What follows belongs to an exercise in optimizing a design on an open flow for small area; a production flow would make more cautious choices.
Where RTL was checked, it was by simulation tests only, not by an equivalence proof against the original.
Only the layout flow was run in run 3; the RTL was not checked for function there.
Power figures rest on the tool's default switching activity, not on a simulated workload.

**flow/standard.sh**
```bash
#!/bin/bash
# synth_recipe.tcl (not shown) runs the flow's synth.tcl, then flattens the netlist and writes it again
# the make line also repeats each setting of config.mk as NAME=value (left out here)
make -C /OpenROAD-flow-scripts/flow DESIGN_CONFIG=/design/flow/config.mk WORK_HOME=/design/flow/orfs CLKGATE_MAP_FILE= SYNTH_SCRIPT=/design/flow/synth_recipe.tcl "${@:-finish}"
```
**flow/config.mk**
```make
export PLATFORM = sky130hd
export DESIGN_NAME = ts4231_ctrl
export DESIGN_NICKNAME = ts4231_ctrl
export VERILOG_FILES = /design/flow/design.v
export SDC_FILE = /design/flow/constraint.sdc
export NUM_CORES = 4
export LEC_CHECK = 0
export CAP_MARGIN = 20
export CORE_MARGIN = 2
export CORE_UTILIZATION = 40
export SLEW_MARGIN = 20
```
**flow/design.v**
```verilog
module ts4231_ctrl (
    input  wire        clk,
    input  wire        rst,
    input  wire        tick_us,
    input  wire        tick_ms,
    input  wire        cmd_valid,
    input  wire [18:0] cmd,
    input  wire        e_in,
    input  wire        d_in,
    output reg         e_oe,
    output reg         e_out,
    output reg         d_oe,
    output reg         d_out,
    output wire        busy,
    output wire        res_valid,
    output wire        res_ok,
    output wire [2:0]  res_status,
    output wire [2:0]  res_bus,
    output wire [15:0] res_data,
    output reg         configured
);
    localparam [5:0]
        S_IDLE0 = 6'd0,  S_IOK = 6'd1,  S_FIN  = 6'd2, S_IBUS = 6'd48, S_IVER = 6'd49, S_IFAIL = 6'd50,
        S_VS0   = 6'd3,  S_VD0   = 6'd4,  S_GAPV = 6'd5,  S_GAPR = 6'd6,
        S_H0 = 6'd7,  S_H1 = 6'd8,  S_H2 = 6'd9,  S_H3 = 6'd10,
        S_H4 = 6'd11, S_H5 = 6'd12, S_H6 = 6'd13,
        S_F0 = 6'd14, S_F1 = 6'd15, S_F2 = 6'd16, S_F3 = 6'd17,
        S_WA = 6'd18, S_WB = 6'd19, S_WC = 6'd20,
        S_R4 = 6'd21, S_R5 = 6'd22, S_R6 = 6'd23, S_R7 = 6'd24,
        S_RA = 6'd25, S_RS = 6'd26, S_RB = 6'd27,
        S_T0 = 6'd28, S_T1 = 6'd29, S_T2 = 6'd30, S_T3 = 6'd31,
        S_K0 = 6'd32, S_C0 = 6'd33, S_C1 = 6'd34,
        S_K2 = 6'd35, S_K3 = 6'd36, S_K4 = 6'd37, S_K5 = 6'd38,
        S_REC = 6'd39, S_P0 = 6'd40, S_PZ = 6'd41,
        S_P1 = 6'd42, S_P2 = 6'd43,
        S_VS1 = 6'd44, S_VD1 = 6'd45, S_VS2 = 6'd46, S_VD2 = 6'd47;
    reg [5:0]  state, nstate;
    reg [15:0] sr;           
    reg [8:0]  dc;           
    reg [1:0]  va, vb;       
    reg [1:0]  op;           
    reg        fl;           
    reg        mis;          
    wire idle = (state == S_IDLE0) || (state == S_IOK) || (state == S_IBUS) ||
                (state == S_IVER) || (state == S_IFAIL);
    wire acc  = idle && cmd_valid && (cmd[18:16] != 3'd7);
    assign busy       = !idle;
    assign res_valid  = idle && (state != S_IDLE0);
    assign res_ok     = (state == S_IOK);
    assign res_status = {state == S_IOK, (state == S_IVER) || (state == S_IFAIL),
                         (state == S_IBUS) || (state == S_IFAIL)};
    wire   veq        = (va == vb);
    assign res_bus    = veq ? {1'b0, va} : 3'd4;
    assign res_data   = {2'b00, sr[13:0]};
    wire d1done = tick_us && dc[0];
    wire vdone  = tick_us && dc[8] && dc[7] && dc[6] && dc[5] && dc[4] && dc[2];
    wire rdone  = tick_us && dc[6] && dc[5] && dc[2];
    wire lpend  = ({va, vb} == 4'd0);
    wire v_idle   = veq && (va == 2'd0);
    wire v_sleep  = veq && (va == 2'd1);
    wire v_watch  = veq && (va == 2'd2);
    wire v_config = veq && (va == 2'd3);
    reg isd1;
    always @(*) begin
        case (state)
            S_H0, S_H1, S_H2, S_H3, S_H4, S_H5, S_F1, S_F2, S_F3, S_WA, S_WB, S_WC,
            S_R4, S_R5, S_R6, S_R7, S_RA, S_RB, S_T0, S_T1, S_T2, S_P0, S_PZ: isd1 = 1'b1;
            default: isd1 = 1'b0;
        endcase
    end
    wire isvd = (state == S_VD0) || (state == S_VD1) || (state == S_VD2);
    wire dclr = isvd ? vdone : (state == S_REC) ? rdone : (!isd1 || d1done);
    always @(*) begin
        {e_oe, e_out, d_oe, d_out} = 4'b0000;
        case (state)
            S_H0, S_H2, S_R7, S_RB, S_K4, S_P0: {e_oe, e_out, d_oe, d_out} = 4'b1000;
            S_H1, S_H3, S_F0, S_R6, S_RA, S_RS, S_C0, S_K5:
                                                {e_oe, e_out, d_oe, d_out} = 4'b1100;
            S_H4, S_F2, S_T1:                   {e_oe, e_out, d_oe, d_out} = 4'b1110;
            S_H5, S_F1, S_R5, S_T2, S_C1:       {e_oe, e_out, d_oe, d_out} = 4'b1111;
            S_H6, S_T3, S_K0:                   {e_oe, e_out, d_oe, d_out} = 4'b0011;
            S_F3, S_T0, S_K3:                   {e_oe, e_out, d_oe, d_out} = 4'b1010;
            S_R4, S_K2:                         {e_oe, e_out, d_oe, d_out} = 4'b1011;
            S_WA, S_WC:                         {e_oe, e_out, d_oe, d_out} = {3'b101, sr[14]};
            S_WB:                               {e_oe, e_out, d_oe, d_out} = {3'b111, sr[14]};
            default: ;
        endcase
    end
    always @(*) begin
        nstate = state;
        case (state)
            S_IDLE0, S_IOK, S_IBUS, S_IVER, S_IFAIL:
                if (acc) case (cmd[18:16])
                    3'd0, 3'd1: nstate = S_VS0;
                    3'd2, 3'd3: nstate = S_F0;
                    3'd4:       nstate = S_H0;
                    default:    nstate = configured ? S_VS0 : S_FIN;
                endcase
            S_FIN:  nstate = S_IFAIL;
            S_VS0:  nstate = S_VD0;
            S_VD0:  if (vdone) nstate = S_VS1;
            S_VS1:  nstate = S_VD1;
            S_VD1:  if (vdone) nstate = S_VS2;
            S_VS2:  nstate = S_VD2;
            S_VD2:  if (vdone) case (op)
                        2'd0: nstate = S_IOK;
                        2'd1: nstate = v_idle ? S_P1 : S_IOK;
                        2'd2: if (!configured) nstate = v_config ? S_F0 : S_IBUS;
                              else if (!fl && v_sleep) nstate = S_K0;
                              else if (!fl && v_config) nstate = S_C0;
                              else nstate = v_watch ? S_IOK : S_IFAIL;
                        default: nstate = v_sleep ? S_IOK : (!fl && v_watch) ? S_P0 : S_IFAIL;
                    endcase
            S_GAPV: nstate = S_VS0;
            S_GAPR: nstate = S_F0;
            S_H0:   if (d1done) nstate = S_H1;
            S_H1:   if (d1done) nstate = S_H2;
            S_H2:   if (d1done) nstate = S_H3;
            S_H3:   if (d1done) nstate = S_H4;
            S_H4:   if (d1done) nstate = S_H5;
            S_H5:   if (d1done) nstate = S_H6;
            S_H6:   nstate = S_GAPV;
            S_F0:   nstate = S_F1;
            S_F1:   if (d1done) nstate = S_F2;
            S_F2:   if (d1done) nstate = S_F3;
            S_F3:   if (d1done) nstate = fl ? S_R4 : S_WA;
            S_WA:   if (d1done) nstate = S_WB;
            S_WB:   if (d1done) nstate = S_WC;
            S_WC:   if (d1done) nstate = lpend ? S_T0 : S_WA;
            S_R4:   if (d1done) nstate = S_R5;
            S_R5:   if (d1done) nstate = S_R6;
            S_R6:   if (d1done) nstate = S_R7;
            S_R7:   if (d1done) nstate = S_RA;
            S_RA:   if (d1done) nstate = S_RS;
            S_RS:   nstate = S_RB;
            S_RB:   if (d1done) nstate = lpend ? S_T0 : S_RA;
            S_T0:   if (d1done) nstate = S_T1;
            S_T1:   if (d1done) nstate = S_T2;
            S_T2:   if (d1done) nstate = S_T3;
            S_T3:   nstate = (op != 2'd2) ? S_IOK : (!fl ? S_GAPR : (mis ? S_IVER : S_GAPV));
            S_K0:   nstate = S_K2;
            S_C0:   nstate = S_C1;
            S_C1:   nstate = S_K2;
            S_K2:   nstate = S_K3;
            S_K3:   nstate = S_K4;
            S_K4:   nstate = S_K5;
            S_K5:   nstate = S_REC;
            S_REC:  if (rdone) nstate = S_GAPV;
            S_P0:   if (d1done) nstate = S_PZ;
            S_PZ:   if (d1done) nstate = S_GAPV;
            S_P1:   if (d_in) nstate = S_P2; else if (mis) nstate = S_IFAIL;
            S_P2:   if (!d_in) nstate = S_IOK; else if (mis) nstate = S_IFAIL;
            default: nstate = S_IDLE0;
        endcase
    end
    always @(posedge clk) begin
        state <= rst ? S_IDLE0 : nstate;
        dc    <= dclr ? 9'd0 : dc + {8'd0, tick_us};
        if (rst) configured <= 1'b0;
        else if (acc && cmd[18:16] == 3'd4)
            configured <= 1'b0;
        else if (state == S_T3 && op == 2'd2 && fl && !mis)
            configured <= 1'b1;
        if (idle) begin
            mis <= cmd[15] | cmd[14];
            fl  <= (cmd[18:16] == 3'd3);
            op  <= {cmd[18], (cmd[18:16] == 3'd1) || (cmd[18:16] == 3'd6)};
        end
        if (acc) sr <= cmd[15:0];
        case (state)
            S_VS0, S_VS1: begin va <= vb; vb <= {e_in, d_in}; end
            S_VS2: if (!veq) begin
                    if ({e_in, d_in} == va) vb <= va;
                    else                    va <= {e_in, d_in};
                end
            S_VD2: if (vdone) begin
                if (!op[1])    mis <= 1'b0;
                if (configured) fl <= 1'b1;
            end
            S_F3: if (d1done) {va, vb} <= fl ? 4'd13 : 4'd14;
            S_WC: if (d1done) begin
                {va, vb} <= {va, vb} - 4'd1;
                sr <= {sr[14:0], sr[14]};
            end
            S_RS: begin
                sr  <= {sr[14:0], d_in};
                mis <= mis | (d_in ^ sr[13]);
            end
            S_RB: if (d1done) {va, vb} <= {va, vb} - 4'd1;
            S_T3: fl <= !fl;
            S_P1, S_P2: begin
                if (tick_ms) begin
                    if (sr == 16'd0) mis <= 1'b1;
                    else             sr  <= sr - 16'd1;
                end
            end
            default: ;
        endcase
    end
endmodule
```
**flow/flow/run.sh**
```bash
#!/bin/bash
set -euo pipefail
export BUFFER_PORTS_ARGS="-buffer_cell sky130_fd_sc_hd__buf_1"
export CTS_ARGS="-sink_clustering_enable -repair_clock_nets -dont_use_dummy_load"
bash standard.sh > orfs_make.log 2>&1
```
**flow/constraint.sdc**
```tcl
create_clock -name core_clock -period 10.0 [get_ports {clk}]
set_input_delay 2.0000 -clock core_clock [delete_from_list [all_inputs] [get_ports {clk}]]
set_output_delay 2.0000 -clock core_clock [all_outputs]
set_load 0.01 [all_outputs]
```
==> out/results.txt, run 1 <==
Post-DRT Antenna Nets = 0
GRT Overall Usage = 0.217
Final HPWL from detailed placement = 8940 µm
Post-route worst hold slack = 0.547 ns
Root Buffer Master = sky130_fd_sc_hd__clkbuf_8
CTS Buf Count = 5
Classification of the worst-slack hold path = register to register
Number of pins exceeding their max-slew limit in the final report = 0
Design Power = 1.27 mW
Tmin final = 4.34 ns
Fin crit share = 0.434
Resized cells post-CTS = 0
Area delta synth->final = 3.87%
Worst voltage drop across the vdd grid = 116 µV
Final Hold Fails = 0
Switching component of the power = 0.667 mW
Share of the synthesized area in the top cell type = 0.165
Buffers from clock root to sink, at most = 2
Worst slew slack as a fraction of its limit = 0.344
Cell types occupying the most area after synthesis = sky130_fd_sc_hd__dfxtp_1 17%, sky130_fd_sc_hd__a21oi_1 5.2%, sky130_fd_sc_hd__o21ai_0 5.1%
Clock tree skew after final layout = 0.0240 ns
First-pass GRT wire length = 20100 µm
Count of flip-flops with a built-in enable after synthesis = 6
Endpoint type of the worst setup path = output port
Number of vias in the routed layout = 4430
DIE AREA = 11400 µm²
Mapped Area = 4240 µm²
DRC errors left = 0
Clock share of power = 0.080
Final TNS setup = 0 ns
Number of cells in the finished layout apart from fillers = 732
GRT Residual Overflow = 0
Proportion of total power due to net switching = 0.525
Number of global-route vias before repair = 3918
Row cnt = 37
Number of design-rule violations left by the first detailed-router iteration = 416
Power density relative to cell area = 289 nW/µm²
Slew of the pin with the lowest slew margin = 0.976 ns
Worst skew pair latency = 0.30 ns
Number of primary I/O pins = 56
Die Wd = 107 µm
Portion of the post-synthesis area used by sequential elements = 0.208
Maximum capacitance violations = 0
Starting Density = 0.410
Yosys warning total = 1
Endpoints failing setup = 0
Reg-to-Reg End = isd1
Arrival time of data at the critical path endpoint = 2.34 ns
Combinational share of power = 0.663
Peak fanout along the critical path = 24
Hold wc startpoint = dc[6]
Clock Sinks = 41
Post-Place Worst Slack = 5.51 ns
Crit path kind = register to output port
Count of hold buffers inserted by post-cts repair = 0
Iteration count of the initial detailed-routing pass = 7
Final core utilization = 0.426
Post-Syn Instances = 590
Number of cells on the worst hold path = 2
Register bit count reported by yosys = 41
Placeable core region = 10300 µm²
Final design instance area without fill = 4400 µm²
Register clock-pin slew on the reported worst setup and hold paths = 0.08 ns
Most instantiated flip-flop cell in the synthesis netlist = sky130_fd_sc_hd__dfxtp_1
Count of buffers inserted at the top-level ports = 53
Register-to-register setup slack = 6.46 ns
Max Clock Freq = 0.230 GHz
Placed insts = 727
DP Area = 4330 µm²
Pin count of the biggest net entering global routing = 42
CTS H-tree depth = 2
Diode insertion count for antenna repair = 0
Cell variety after synth = 78
Library cell with the largest summed area after synthesis = sky130_fd_sc_hd__dfxtp_1
Leak pwr = 1.50 nW
Endpoint of the worst hold path = dc[6]
Share of layout cells above drive strength 1 = 0.0520
Result of the run = no timing/DRC/antenna violations
Worst setup slack after layout = 5.66 ns
Number of setup buffers added after CTS = 0
Final nets = 630
Fraction of power consumed by sequential logic = 0.257
Number of antenna violations at the first check in global routing = 0
Internal power contribution = 0.604 mW
Via density per instance = 6.05
Final wirelength = 12500 µm
Launching point of the worst reg2reg path = state[0]
Critical Path Start Type = register
Critical Path RT = 8.00 ns
Routed wirelength normalized by instance count = 17.1 µm
Number of cells on the worst reg-to-reg path = 12
CTS tree = built
Post-Synthesis Mean Instance Area = 7.18 µm²
Unrepaired setup endpoints after global routing = no
Ys async rst share = 0
Routability cong. = 0.979
Chip Height = 107 µm
sequential cells by signal, indices dropped and copies added (netlist names):
name	flops
sr	16
dc	9
state	6
op	2
va	2
vb	2
configured	1
fl	1
isd1	1
mis	1
metal layers:
| layer | wire (µm) | vias up | share of wire | track usage |
|---|---|---|---|---|
| met5 | 0 | - | 0 | 0 |
| met4 | 249 | 0 | 0.020 | 0.0677 |
| met3 | 756 | 24 | 0.060 | 0.0274 |
| met2 | 5700 | 166 | 0.45 | 0.332 |
| met1 | 5830 | 2085 | 0.47 | 0.315 |
| li1 | - | 2155 | - | - |
critical path, stage by stage, from the launching register on:
cell,delay (ns)
sky130_fd_sc_hd__dfxtp_1,0.61
sky130_fd_sc_hd__buf_4,0.34
sky130_fd_sc_hd__inv_1,0.27
sky130_fd_sc_hd__a2bb2oi_1,0.21
sky130_fd_sc_hd__nor2_1,0.06
sky130_fd_sc_hd__a211oi_1,0.22
sky130_fd_sc_hd__a21oi_1,0.06
sky130_fd_sc_hd__a21oi_1,0.13
sky130_fd_sc_hd__buf_1,0.16
power by group through the flow:
stage	Combinational [mW]	Sequential (mW)	Clock [mW]
global placement	0.816	0.326	0
finish	0.842	0.326	0.102
floorplan	0.736	0.283	0
CTS	0.831	0.324	0.105
detailed placement	0.827	0.328	0
global route	0.928	0.340	0.109
cell type report:
type	count	area (µm²)
well taps	136	170
flip-flops and latches	41	881
fillers	1071	5920
inverters	21	78.8
clock buffers	5	68.8
repair buffers	60	251
multi-input cells	469	2950
synth_stat cells (8+ instances only):
| cell type | n |
|---|---|
| sky130_fd_sc_hd__nor2_1 | 55 |
| sky130_fd_sc_hd__nand2_1 | 53 |
| sky130_fd_sc_hd__a21oi_1 | 44 |
| sky130_fd_sc_hd__o21ai_0 | 43 |
| sky130_fd_sc_hd__dfxtp_1 | 35 |
| sky130_fd_sc_hd__nand3_1 | 21 |
| sky130_fd_sc_hd__clkbuf_1 | 20 |
| sky130_fd_sc_hd__inv_1 | 20 |
| sky130_fd_sc_hd__mux2i_1 | 20 |
| sky130_fd_sc_hd__buf_4 | 19 |
| sky130_fd_sc_hd__nor3_1 | 17 |
| sky130_fd_sc_hd__buf_2 | 16 |
| sky130_fd_sc_hd__nor2b_1 | 14 |
| sky130_fd_sc_hd__nand2b_1 | 13 |
| sky130_fd_sc_hd__xor2_1 | 13 |
| sky130_fd_sc_hd__xnor2_1 | 11 |
| sky130_fd_sc_hd__a31oi_1 | 10 |
| sky130_fd_sc_hd__a21o_1 | 8 |
| sky130_fd_sc_hd__o211ai_1 | 8 |
| sky130_fd_sc_hd__o21a_1 | 8 |
| sky130_fd_sc_hd__o221ai_1 | 8 |
placed cells by master, fill, tap and decap left out, types with 3 or more instances in the layout:
master                     synthesis  final
sky130_fd_sc_hd__xor2_1           13     13
sky130_fd_sc_hd__a21o_1            8      8
sky130_fd_sc_hd__a31oi_1          10     10
sky130_fd_sc_hd__o21ai_0          43     43
sky130_fd_sc_hd__inv_1            20     20
sky130_fd_sc_hd__buf_4            19      7
sky130_fd_sc_hd__nor4_1            6      6
sky130_fd_sc_hd__o21a_1            8      8
sky130_fd_sc_hd__o311ai_0          4      4
sky130_fd_sc_hd__mux2i_1          20     20
sky130_fd_sc_hd__edfxtp_1          6      6
sky130_fd_sc_hd__and3_1            5      5
sky130_fd_sc_hd__o31ai_1           3      3
sky130_fd_sc_hd__a22o_1            3      3
sky130_fd_sc_hd__or2_2             6      6
sky130_fd_sc_hd__a221o_1           5      5
sky130_fd_sc_hd__buf_1             3     53
sky130_fd_sc_hd__a211o_1           5      5
sky130_fd_sc_hd__xnor2_1          11     11
sky130_fd_sc_hd__a32oi_1           6      6
sky130_fd_sc_hd__o211ai_1          8      8
sky130_fd_sc_hd__and2_1            6      6
sky130_fd_sc_hd__nand3_1          21     21
sky130_fd_sc_hd__dfxtp_1          35     35
sky130_fd_sc_hd__o221ai_1          8      8
sky130_fd_sc_hd__ha_1              6      6
sky130_fd_sc_hd__nor2_1           55     55
sky130_fd_sc_hd__a221oi_1          3      3
sky130_fd_sc_hd__nor3_1           17     17
sky130_fd_sc_hd__clkbuf_8          0      5
sky130_fd_sc_hd__nand2_1          53     53
sky130_fd_sc_hd__nand4_1           6      6
sky130_fd_sc_hd__a21oi_1          44     44
sky130_fd_sc_hd__a211oi_1          6      6
sky130_fd_sc_hd__o22ai_1           6      6
sky130_fd_sc_hd__nand2b_1         13     13
sky130_fd_sc_hd__nor2b_1          14     14
how the worst max path moves through the flow:
stage	startpoint	to	slack, ns	cells after the start
global placement	d_in	isd1	5.65	13
global route	state[0]	e_oe	5.54	8
CTS	state[0]	e_oe	5.70	8
detailed placement	d_in	isd1	5.51	13
finish	state[0]	e_oe	5.66	8
floorplan	state[5]	e_oe	5.95	9
kinds of logic (layout without fill, tap and decap cells):
kind of cell | count (synthesis) | in the layout | share of synthesized area
AND/OR/NAND/NOR | 223 | 223 | 0.265
adder cells (fa/ha/maj) | 6 | 6 | 0.0177
AO/OA/AOI/OAI | 192 | 192 | 0.307
buffers and inverters | 81 | 86 | 0.0978
other | 1 | 2 | 0.000885
XOR/XNOR | 24 | 24 | 0.0496
multiplexers | 22 | 22 | 0.0540
flip-flops | 41 | 41 | 0.208
==> run 2: changes to the inputs <==
==> flow/run.sh (new file) <==
#!/bin/bash
# synth_recipe.tcl (not shown) runs the flow's synth.tcl, then flattens the netlist and writes it again
# the make line also repeats each setting of config.mk as NAME=value (left out here)
make -C /OpenROAD-flow-scripts/flow DESIGN_CONFIG=/design/flow/config.mk WORK_HOME=/design/flow/orfs CLKGATE_MAP_FILE= SYNTH_SCRIPT=/design/flow/synth_recipe.tcl finish
removed: flow/flow/run.sh
removed: flow/standard.sh
==> out/results.txt, run 2 <==
Number of design-rule violations left by the first detailed-router iteration = 400
Area delta synth->final = 12.2%
Final HPWL from detailed placement = 9260 µm
Share of the synthesized netlist area taken by xor and xnor gates = 0.0496
First-pass GRT wire length = 20500 µm
Endpoints failing setup = 0
Cell types occupying the most area after synthesis = sky130_fd_sc_hd__dfxtp_1 17%, sky130_fd_sc_hd__a21oi_1 5.2%, sky130_fd_sc_hd__o21ai_0 5.1%
Register clock-pin slew on the reported worst setup and hold paths = 0.08 ns
Adder and majority cell fraction of the synthesized area = 0.0177
Root Buffer Master = sky130_fd_sc_hd__clkbuf_8
Routed wirelength normalized by instance count = 18.0 µm
Result of the run = no timing/DRC/antenna violations
Top flop regs = sr (16), dc (9), state (6)
Routability cong. = 1.02
Peak fanout along the critical path = 31
Number of setup buffers added after CTS = 0
Tmin final = 4.83 ns
Worst setup startpoint = state[2]
Placed insts = 726
Share of layout cells above drive strength 1 = 0.0535
Resized cells post-CTS = 0
Largest register FFs = 16
Leading cell type in the layout, fill and taps excluded = sky130_fd_sc_hd__nor2_1
Library cell with the largest summed area after synthesis = sky130_fd_sc_hd__dfxtp_1
Unrepaired setup endpoints after global routing = no
Count of hold buffers inserted by post-cts repair = 0
Final TNS setup = 0 ns
Share of the synthesized area in the top cell type = 0.165
Launching point of the worst reg2reg path = state[2]
Worst skew pair latency = 0.30 ns
Family with the most delay on the worst path = flip-flops
Slew of the pin with the lowest slew margin = 1.02 ns
Register-to-register setup slack = 6.38 ns
Max Clock Freq = 0.207 GHz
Number of global-route vias before repair = 3796
Most used cells in the layout excluding fill and tap cells = 55 x sky130_fd_sc_hd__nor2_1, 53 x sky130_fd_sc_hd__nand2_1, 53 x sky130_fd_sc_hd__clkdlybuf4s50_1, 44 x sky130_fd_sc_hd__a21oi_1, 43 x sky130_fd_sc_hd__o21ai_0
Leak pwr = 1.65 nW
Classification of the worst-slack hold path = register to register
Register bit count reported by yosys = 41
Mapped Area = 4240 µm²
Final Hold Fails = 0
Hold wc startpoint = dc[8]
Met2 wire length = 5990 µm
Iteration count of the initial detailed-routing pass = 5
CTS Buf Count = 5
DRC errors left = 0
Endpoint of the worst hold path = dc[8]
List of most frequent post-synthesis cells = 55 x sky130_fd_sc_hd__nor2_1, 53 x sky130_fd_sc_hd__nand2_1, 44 x sky130_fd_sc_hd__a21oi_1, 43 x sky130_fd_sc_hd__o21ai_0, 35 x sky130_fd_sc_hd__dfxtp_1
Buffers from clock root to sink, at most = 2
GRT Residual Overflow = 0
Post-DRT Antenna Nets = 0
GRT Overall Usage = 0.224
Number of cells on the worst hold path = 2
Fin crit share = 0.483
Count of buffers inserted at the top-level ports = 53
Maximum capacitance violations = 0
Number of cells on the worst reg-to-reg path = 10
Buffer and inverter count on the worst path = 1
Number of pins exceeding their max-slew limit in the final report = 0
Highest-delay cell along the critical path = sky130_fd_sc_hd__dfxtp_1
Via density per instance = 6.07
Crit path kind = register to output port
Ys async rst share = 0
Highest Signal Layer = met4
WL met3 = 862 µm
Die Wd = 107 µm
Share of synthesized cell area in and, or, nand and nor gates = 0.265
Placeable core region = 10300 µm²
Post-synthesis mux area share = 0.0540
Final wirelength = 13200 µm
Diode insertion count for antenna repair = 0
CTS tree = built
Power density relative to cell area = 288 nW/µm²
Final nets = 629
Arrival time of data at the critical path endpoint = 2.83 ns
Final core utilization = 0.460
DIE AREA = 11400 µm²
Critical Path Start Type = register
Row cnt = 37
Worst slew slack as a fraction of its limit = 0.317
Chip Height = 107 µm
Yosys warning total = 1
Starting Density = 0.410
Crit path cell chain = nor2_1 > a2bb2oi_1 > nor2_1 > a211oi_1 > a21oi_1 > a21oi_1 > clkdlybuf4s50_1
Number of primary I/O pins = 56
Cell variety after synth = 78
Worst voltage drop across the vdd grid = 195 µV
Portion of the post-synthesis area used by sequential elements = 0.208
Delay of the slowest critical-path stage = 1.00 ns
Pin count of the biggest net entering global routing = 42
Clock Sinks = 41
Count of flip-flops with a built-in enable after synthesis = 6
Most instantiated flip-flop cell in the synthesis netlist = sky130_fd_sc_hd__dfxtp_1
M1 WL = 6200 µm
Most common cell in the netlist = sky130_fd_sc_hd__nor2_1
CTS H-tree depth = 2
Reg-to-Reg End = isd1
Number of cells in the finished layout apart from fillers = 734
Clock tree skew after final layout = 0.0149 ns
Critical Path RT = 8.00 ns
Post-Synthesis Mean Instance Area = 7.18 µm²
Endpoint type of the worst setup path = output port
Number of antenna violations at the first check in global routing = 0
Post-Syn Instances = 590
Dominant combinational cell family by area after synthesis = compound AO/OA/AOI/OAI gates
Top reg by flops = sr
Number of vias in the routed layout = 4452
Synthesized-area fraction occupied by ao, oa, aoi and oai cells = 0.307
[run 2: cell count changes in the layout (fill, tap and decap cells not counted), sizes merged]
cell | before | now
buf | 60 | 6
clkdlybuf4s50 | 0 | 53
clkbuf | 5 | 7
clkinv | 1 | 2
[run 2: cell type report]
class | count | area [µm²]
fill | 1083 | 5570
multi-input combinational | 469 | 2950
sequential | 41 | 881
timing repair buffer | 59 | 576
tap | 136 | 170
clock buffer | 7 | 97.6
inverter | 21 | 78.8
clock inverter | 1 | 5.00
[run 2: worst max path at each step]
stage                      end  slack [ns]  cells past startpoint
final                     e_oe        5.17                      7
after global routing      e_oe        4.97                      7
after CTS                 e_oe        5.19                      7
after detailed placement  isd1        5.16                     12
after global placement    isd1        5.25                     12
after floorplan           e_oe        5.95                      9
[run 2: stage by stage]
stage                     setup WS [ns]  instance area (µm²)  total power [mW]  hold slack, ns
after floorplan                    5.95                 4240              1.02           0.494
final                              5.17                 4750              1.37           0.548
after global placement             5.25                 4650              1.22           0.520
after CTS                          5.19                 4750              1.36           0.554
after detailed placement           5.16                 4650              1.23           0.533
after global routing               4.97                 4750              1.47           0.607
[run 2: cell families after synthesis]
family / after synthesis
and+or+nand+nor: 223
AOI/OAI and AO/OA: 192
buffers and inverters: 81
DFF: 41
xor gates and xnor gates: 24
muxes: 22
adders and majority gates: 6
other: 1
[run 2: where the power goes]
| part | switching, mW | leakage (nW) | total [mW] | internal (mW) |
|---|---|---|---|---|
| clock network | 0.0621 | 0.0534 | 0.126 | 0.0642 |
| logic | 0.518 | 1.25 | 0.911 | 0.393 |
| registers | 0.104 | 0.346 | 0.332 | 0.228 |
| total | 0.684 | 1.65 | 1.37 | 0.686 |
[run 2: metal layers]
metal,vias to the layer above,GRT usage
li1,2166,-
met1,2119,0.334
met2,157,0.333
met3,10,0.0377
met4,0,0.0538
met5,-,0
[run 2: tightest hold or removal path, stage by stage, from the launching register on]
cell and delay, ns:
sky130_fd_sc_hd__dfxtp_1 0.37, sky130_fd_sc_hd__xor2_1 0.08, sky130_fd_sc_hd__nor2_1 0.07
==> run 3: changes to the inputs <==
--- a/flow/design.v
+++ b/flow/design.v
@@ -53,23 +53,24 @@
     assign res_bus    = veq ? {1'b0, va} : 3'd4;
     assign res_data   = {2'b00, sr[13:0]};
     wire d1done = tick_us && dc[0];
-    wire vdone  = tick_us && dc[8] && dc[7] && dc[6] && dc[5] && dc[4] && dc[2];
+    wire vdone  = tick_us && dc[8] && dc[7] && dc[6] && dc[5] && dc[4] && dc[2] && dc[0];
     wire rdone  = tick_us && dc[6] && dc[5] && dc[2];
-    wire lpend  = ({va, vb} == 4'd0);
+    wire wlast  = dc[6] && dc[4] && dc[3] && dc[2];
+    wire rlast  = dc[6] && dc[2];
     wire v_idle   = veq && (va == 2'd0);
     wire v_sleep  = veq && (va == 2'd1);
     wire v_watch  = veq && (va == 2'd2);
     wire v_config = veq && (va == 2'd3);
-    reg isd1;
+    reg dcnt;
     always @(*) begin
         case (state)
             S_H0, S_H1, S_H2, S_H3, S_H4, S_H5, S_F1, S_F2, S_F3, S_WA, S_WB, S_WC,
-            S_R4, S_R5, S_R6, S_R7, S_RA, S_RB, S_T0, S_T1, S_T2, S_P0, S_PZ: isd1 = 1'b1;
-            default: isd1 = 1'b0;
+            S_R4, S_R5, S_R6, S_R7, S_RA, S_RS, S_RB, S_T0, S_T1, S_T2, S_P0, S_PZ,
+            S_VD0, S_VD1, S_VD2, S_REC: dcnt = 1'b1;
+            default: dcnt = 1'b0;
         endcase
     end
-    wire isvd = (state == S_VD0) || (state == S_VD1) || (state == S_VD2);
-    wire dclr = isvd ? vdone : (state == S_REC) ? rdone : (!isd1 || d1done);
+    wire dclr = !dcnt;
     always @(*) begin
         {e_oe, e_out, d_oe, d_out} = 4'b0000;
         case (state)
@@ -126,14 +127,14 @@
             S_F3:   if (d1done) nstate = fl ? S_R4 : S_WA;
             S_WA:   if (d1done) nstate = S_WB;
             S_WB:   if (d1done) nstate = S_WC;
-            S_WC:   if (d1done) nstate = lpend ? S_T0 : S_WA;
+            S_WC:   if (d1done) nstate = wlast ? S_T0 : S_WA;
             S_R4:   if (d1done) nstate = S_R5;
             S_R5:   if (d1done) nstate = S_R6;
             S_R6:   if (d1done) nstate = S_R7;
             S_R7:   if (d1done) nstate = S_RA;
             S_RA:   if (d1done) nstate = S_RS;
             S_RS:   nstate = S_RB;
-            S_RB:   if (d1done) nstate = lpend ? S_T0 : S_RA;
+            S_RB:   if (d1done) nstate = rlast ? S_T0 : S_RA;
             S_T0:   if (d1done) nstate = S_T1;
             S_T1:   if (d1done) nstate = S_T2;
             S_T2:   if (d1done) nstate = S_T3;
@@ -177,16 +178,11 @@
                 if (!op[1])    mis <= 1'b0;
                 if (configured) fl <= 1'b1;
             end
-            S_F3: if (d1done) {va, vb} <= fl ? 4'd13 : 4'd14;
-            S_WC: if (d1done) begin
-                {va, vb} <= {va, vb} - 4'd1;
-                sr <= {sr[14:0], sr[14]};
-            end
+            S_WC: if (d1done) sr <= {sr[14:0], sr[14]};
             S_RS: begin
                 sr  <= {sr[14:0], d_in};
                 mis <= mis | (d_in ^ sr[13]);
             end
-            S_RB: if (d1done) {va, vb} <= {va, vb} - 4'd1;
             S_T3: fl <= !fl;
             S_P1, S_P2: begin
                 if (tick_ms) begin
==> flow/flow/run.sh (new file) <==
#!/bin/bash
set -euo pipefail
export BUFFER_PORTS_ARGS="-buffer_cell sky130_fd_sc_hd__buf_1"
export GPL_KEEP_OVERFLOW=0
export CTS_ARGS="-sink_clustering_enable -repair_clock_nets -dont_use_dummy_load -buf_list sky130_fd_sc_hd__clkbuf_8 -root_buf sky130_fd_sc_hd__clkbuf_8"
bash standard.sh > orfs_make.log 2>&1
==> flow/standard.sh (new file) <==
#!/bin/bash
# synth_recipe.tcl (not shown) runs the flow's synth.tcl, then flattens the netlist and writes it again
# the make line also repeats each setting of config.mk as NAME=value (left out here)
make -C /OpenROAD-flow-scripts/flow DESIGN_CONFIG=/design/flow/config.mk WORK_HOME=/design/flow/orfs CLKGATE_MAP_FILE= SYNTH_SCRIPT=/design/flow/synth_recipe.tcl "${@:-finish}"
==> flow/config.mk (replaced) <==
export PLATFORM = sky130hd
export DESIGN_NAME = ts4231_ctrl
export DESIGN_NICKNAME = ts4231_ctrl
export VERILOG_FILES = /design/flow/design.v
export SDC_FILE = /design/flow/constraint.sdc
export NUM_CORES = 4
export LEC_CHECK = 0
export CAP_MARGIN = 5
export CORE_MARGIN = 2
export CORE_UTILIZATION = 65
export SLEW_MARGIN = 5
removed: flow/run.sh
==> out/results.txt, run 3 <==
Library cell with the largest summed area after synthesis = sky130_fd_sc_hd__dfxtp_1
Crit path kind = register to output port
Die Wd = 85.2 µm
Tmin final = 5.08 ns
Chip Height = 85.2 µm
Arrival time of data at the critical path endpoint = 3.08 ns
Top flop regs = sr (16), dc (9), state (6)
Final nets = 600
Number of cells on the worst reg-to-reg path = 12
Share of layout cells above drive strength 1 = 0.0564
Yosys warning total = 1
Row cnt = 29
Number of antenna violations at the first check in global routing = 0
Pin count of the biggest net entering global routing = 50
Placed insts = 639
Number of pins exceeding their max-slew limit in the final report = 0
Buffers from clock root to sink, at most = 2
Count of hold buffers inserted by post-cts repair = 0
DIE AREA = 7260 µm²
Hold wc startpoint = sr[11]
Leak pwr = 1.45 nW
Count of buffers inserted at the top-level ports = 53
Clock Sinks = 41
Number of setup buffers added after CTS = 0
Number of primary I/O pins = 56
DP Area = 4140 µm²
Placeable core region = 6350 µm²
Number of global-route vias before repair = 3664
Endpoint type of the worst setup path = output port
Post-Synthesis Mean Instance Area = 7.50 µm²
Leading cell type in the layout, fill and taps excluded = sky130_fd_sc_hd__buf_1
Mapped Area = 4290 µm²
Fin crit share = 0.508
Critical Path RT = 8.00 ns
Ys async rst share = 0
Number of cells on the worst hold path = 2
Routed wirelength normalized by instance count = 18.2 µm
Most used cells in the layout excluding fill and tap cells = 53 x sky130_fd_sc_hd__buf_1, 49 x sky130_fd_sc_hd__nor2_1, 44 x sky130_fd_sc_hd__nand2_1, 42 x sky130_fd_sc_hd__a21oi_1, 36 x sky130_fd_sc_hd__o21ai_0
Count of flip-flops with a built-in enable after synthesis = 6
Starting Density = 0.675
Final TNS setup = 0 ns
Routability cong. = 0.961
Final Hold Fails = 0
Result of the run = no timing/DRC/antenna violations
Launching point of the worst reg2reg path = state[4]
Worst setup startpoint = state[4]
Number of design-rule violations left by the first detailed-router iteration = 403
CTS Buf Count = 5
Power density relative to cell area = 318 nW/µm²
Most instantiated flip-flop cell in the synthesis netlist = sky130_fd_sc_hd__dfxtp_1
Critical Path Start Type = register
Slew of the pin with the lowest slew margin = 1.32 ns
First-pass GRT wire length = 18600 µm
Maximum capacitance violations = 0
GRT Residual Overflow = 0
Clock tree skew after final layout = 0.0191 ns
Final HPWL from detailed placement = 8280 µm
Final core utilization = 0.665
Iteration count of the initial detailed-routing pass = 5
Area delta synth->final = -1.55%
Share of the synthesized area in the top cell type = 0.163
Unrepaired setup endpoints after global routing = no
Resized cells post-CTS = 0
Worst voltage drop across the vdd grid = 226 µV
Max Clock Freq = 0.197 GHz
Register clock-pin slew on the reported worst setup and hold paths = 0.09 ns
Classification of the worst-slack hold path = register to register
Post-route worst hold slack = 0.562 ns
Register bit count reported by yosys = 41
Worst slew slack as a fraction of its limit = 0.117
List of most frequent post-synthesis cells = 49 x sky130_fd_sc_hd__nor2_1, 44 x sky130_fd_sc_hd__nand2_1, 42 x sky130_fd_sc_hd__a21oi_1, 36 x sky130_fd_sc_hd__o21ai_0, 35 x sky130_fd_sc_hd__dfxtp_1
Number of cells in the finished layout apart from fillers = 644
Design Power = 1.34 mW
Top reg by flops = sr
Worst skew pair latency = 0.30 ns
CTS tree = built
Cell variety after synth = 80
Post-Syn Instances = 572
GRT Overall Usage = 0.315
Via density per instance = 6.77
Number of vias in the routed layout = 4363
Cell types occupying the most area after synthesis = sky130_fd_sc_hd__dfxtp_1 16%, sky130_fd_sc_hd__a21oi_1 4.9%, sky130_fd_sc_hd__mux2i_1 4.4%
Peak fanout along the critical path = 41
Largest register FFs = 16
DRC errors left = 0
Portion of the post-synthesis area used by sequential elements = 0.205
Root Buffer Master = sky130_fd_sc_hd__clkbuf_8
Final design instance area without fill = 4220 µm²
CTS H-tree depth = 2
Endpoints failing setup = 0
Post-Place Worst Slack = 5.17 ns
Most common cell in the netlist = sky130_fd_sc_hd__nor2_1
Diode insertion count for antenna repair = 0
Post-DRT Antenna Nets = 0
Worst setup slack after layout = 4.92 ns
Final wirelength = 11700 µm
-- run 3: per-layer routing --
metal	global-route usage	share of wire	up-vias
met5	0	0	-
met4	0.0880	0.010	0
met1	0.460	0.45	2015
met2	0.477	0.45	237
li1	-	-	2096
met3	0.0535	0.090	15
-- run 3: final cells by class --
class	instances	area, µm²
clock buffers	5	68.8
multi-input cells	452	2910
fillers	613	2130
repair buffers	53	199
flip-flops and latches	41	886
well taps	77	96.3
inverters	16	60.1
-- run 3: cells by family after synthesis --
kind of cell	after synthesis	share of synthesized area
xor gates and xnor gates	22	0.0449
and+or+nand+nor	216	0.261
adders and majority gates	5	0.0146
other	1	0.000874
muxes	26	0.0627
buffers and inverters	80	0.118
DFF	41	0.205
AOI/OAI and AO/OA	181	0.292
-- run 3: worst max-delay path, cell delays in order (launching register included) --
cell and delay [ns]:
sky130_fd_sc_hd__dfxtp_1 1.21, sky130_fd_sc_hd__inv_1 0.39, sky130_fd_sc_hd__nor2_1 0.42, sky130_fd_sc_hd__a21oi_1 0.13, sky130_fd_sc_hd__o32a_1 0.30, sky130_fd_sc_hd__o22ai_1 0.17
sky130_fd_sc_hd__buf_1 0.17
-- run 3: final timing paths --
kind	slack, ns	endpoint
worst max register to register	5.50	dcnt
worst min register to register	0.56	sr[12]
worst min-delay path	0.56	sr[12]
worst max-delay path	4.92	d_out
-- run 3: power by group --
group / leakage (nW) / switching [mW] / internal (mW)
sequential: 0.347 / 0.206 / 0.231
combinational: 1.07 / 0.454 / 0.353
clock: 0.0359 / 0.0543 / 0.0451

-- what the ideal ports hide --
How much do the figures lean on ideal ports? The routed layouts below were timed once more, with nothing changed but the port constraints.
Step 1 assumes that a clkbuf_16 drives the clock port and a buf_2 every other input.
Step 2 moves the port delays by t, midway between the first and last clock arrival at a register: inputs arrive t later, outputs are due t later. That takes back most of the time a late clock gives input paths.
Three values: ideal, step 1, step 2; two values: the first two.
run | t, ns | setup slack, ns | worst setup path after step 2 | pins driven straight from the clock port
run 1 | 0.320 | 5.661 / 5.628 / 5.398 | input to register | 1
run 2 | 0.326 | 5.168 / 5.134 / 5.120 | input to register | 1
run 3 | 0.323 | 4.918 / 4.884 / 5.122 | input to register | 1
After both steps every run listed still meets setup and hold. For run 1, which loses most, drivers alone change the setup slack by -0.033 ns; drivers and shift together by -0.263 ns.
